Context: an optimization exercise on an open-source flow, tuned for small area. The choices shown serve that exercise and are no tape-out recipe. Function was checked by simulation only, so behaviour that the tests miss may differ from the original. Power figures rest on the tool's default switching activity, not on a simulated workload.

// copycat_core
module copycat_core (
    input  wire       clk,
    input  wire       rst,         
    input  wire [2:0] in_raw,      
    output reg        out_sig,
    output reg        out_stat,
    output wire [7:0] nvm_addr,
    output wire [7:0] nvm_wdata,
    input  wire [7:0] nvm_rdata,
    output wire       nvm_rd,
    output wire       nvm_wr,
    input  wire       nvm_ready,
    output wire       wdt_kick
);
    localparam [4:0] CTL_TICK       = 5'h00;
    localparam [4:0] CTL_TRIG       = 5'h01;
    localparam [4:0] REC_ARM        = 5'h02;
    localparam [4:0] REC_WAIT_REL   = 5'h03;
    localparam [4:0] REC_WAIT_PRESS = 5'h04;
    localparam [4:0] REC_SYNC       = 5'h05;
    localparam [4:0] REC_CHECK      = 5'h06;
    localparam [4:0] REC_WRITE      = 5'h07;
    localparam [4:0] REC_FINAL      = 5'h08;
    localparam [4:0] REC_DONE       = 5'h09;
    localparam [4:0] PB_CLEAR       = 5'h0a;
    localparam [4:0] PB_LEN         = 5'h0b;
    localparam [4:0] PB_SYNC        = 5'h0c;
    localparam [4:0] PB_LOAD        = 5'h0d;
    localparam [4:0] PB_DONE        = 5'h0e;
    localparam [4:0] REC_BIT0       = 5'h10;
    localparam [4:0] PB_BIT0        = 5'h18;
    reg [3:0] tick_cnt;
    reg [2:0] prev_raw;
    reg [2:0] deb;
    reg       tick_flag;
    reg [4:0] s;
    reg [9:0] hold;
    reg [3:0] led;
    reg [7:0] shreg;
    reg [7:0] len;
    reg [7:0] idx;
    wire d_prog = deb[0];
    wire d_act  = deb[1];
    wire d_trig = deb[2];
    wire bitst   = s[4];
    wire pb_bit  = s[4] & s[3];
    wire last_bit = s[2:0] == 3'd7;
    assign nvm_rd   = (s == PB_LEN) || (s == PB_LOAD);
  ...
Size: roughly 280 cells after synthesis, roughly 2600 um2 of cells after synthesis.
export LEC_CHECK = 0
export CAP_MARGIN = 20
export CORE_MARGIN = 2
export CORE_UTILIZATION = 40
export SLEW_MARGIN = 20
create_clock -name core_clock -period 10.0 [get_ports {clk}]
standard.sh (not shown) runs the stock make flow with config.mk's settings and CLKGATE_MAP_FILE= SYNTH_SCRIPT=/design/flow/synth_recipe.tcl, a recipe that flattens the netlist after the stock synthesis.
==> flow/flow/run.sh <==
#!/bin/bash
# Own layout flow: the standard synthesis, its combinational logic re-mapped
# for area by ABC (registers untouched), then the standard layout with the
# smallest buffer cell on the ports and a clock tree of clkbuf_8 cells.
set -euo pipefail
R=orfs/results/${FLOW_PLATFORM}/copycat_core/base
LIB=${FLOW_HOME}/platforms/${FLOW_PLATFORM}/lib/sky130_fd_sc_hd__tt_025C_1v80.lib
YOSYS=${FLOW_HOME}/../tools/install/yosys/bin/yosys
[[ -x $YOSYS ]] || YOSYS=yosys

bash standard.sh synth > 1_standard_synth.log 2>&1
cp $R/1_2_yosys.v standard_netlist.v
sed -e "s#LIBFILE#${LIB}#g" -e "s#TOPNAME#${FLOW_TOP}#g" flow/resynth.ys > resynth_run.ys
$YOSYS -s resynth_run.ys > 2_resynth.log 2>&1
cp resynth_netlist.v $R/1_2_yosys.v
touch $R/1_2_yosys.v

export BUFFER_PORTS_ARGS="-buffer_cell sky130_fd_sc_hd__buf_1"
export CTS_ARGS="-sink_clustering_enable -repair_clock_nets -buf_list sky130_fd_sc_hd__clkbuf_8 -dont_use_dummy_load"
bash standard.sh > 3_standard_layout.log 2>&1
Other scripts of this flow, unchanged in this note and not shown: flow/flow/resynth.abc, flow/flow/resynth.ys
Edit:
--- a/flow/flow/run.sh
+++ b/flow/flow/run.sh
@@ -2,5 +2,5 @@
 # Own layout flow: the standard synthesis, its combinational logic re-mapped
 # for area by ABC (registers untouched), then the standard layout with the
-# smallest buffer cell on the ports and a clock tree of clkbuf_8 cells.
+# smallest buffer cell on the ports and the clock tree options in flow/cts_args.txt.
 set -euo pipefail
 R=orfs/results/${FLOW_PLATFORM}/copycat_core/base
@@ -17,4 +17,4 @@
 
 export BUFFER_PORTS_ARGS="-buffer_cell sky130_fd_sc_hd__buf_1"
-export CTS_ARGS="-sink_clustering_enable -repair_clock_nets -buf_list sky130_fd_sc_hd__clkbuf_8 -dont_use_dummy_load"
+export CTS_ARGS="$(cat flow/cts_args.txt)"
 bash standard.sh > 3_standard_layout.log 2>&1
==> flow/flow/cts_args.txt (new file) <==
-sink_clustering_enable -repair_clock_nets -buf_list sky130_fd_sc_hd__clkbuf_8 -dont_use_dummy_load
Settings changed: CORE_UTILIZATION 40 to 70, PLACE_DENSITY set to 0.85.
Die area shrinks by 41%.
Final cell count is lower by about 7.5%.
Worst setup slack got worse by 72 ps.
Total power came out lower by about 0.55%.
Wire length decreases by 1.1%.
Final area came out lower by 1.5%.
Sequential power is about the same.
Via count increases by 3.1%.
Non-clock buffer count fell by 1.
Flip-flop and latch count does not change.

[static timing again, ports no longer ideal]
In the flow no input, the clock included, has a driving cell. The finished layouts below were timed again as built, in two steps. Step 1: set_driving_cell puts a clkbuf_16 on clk and a buf_2 on each other input, an assumption about the parent block. Step 2 moves the port delays by t, midway between the first and last clock arrival at a register: inputs arrive t later, outputs are due t later. That takes back most of the time a late clock gives input paths. a / b / c = ideal / step 1 / step 2; a / b = the first two.
run	t (ns)	setup WS [ns]	worst setup path at the end	pins driven straight from the clock port
the first run	0.328	5.665 / 5.637 / 5.965	register to output	1
the second run	0.324	5.593 / 5.566 / 5.890	register to output	1
After both steps every run listed still meets setup and hold.
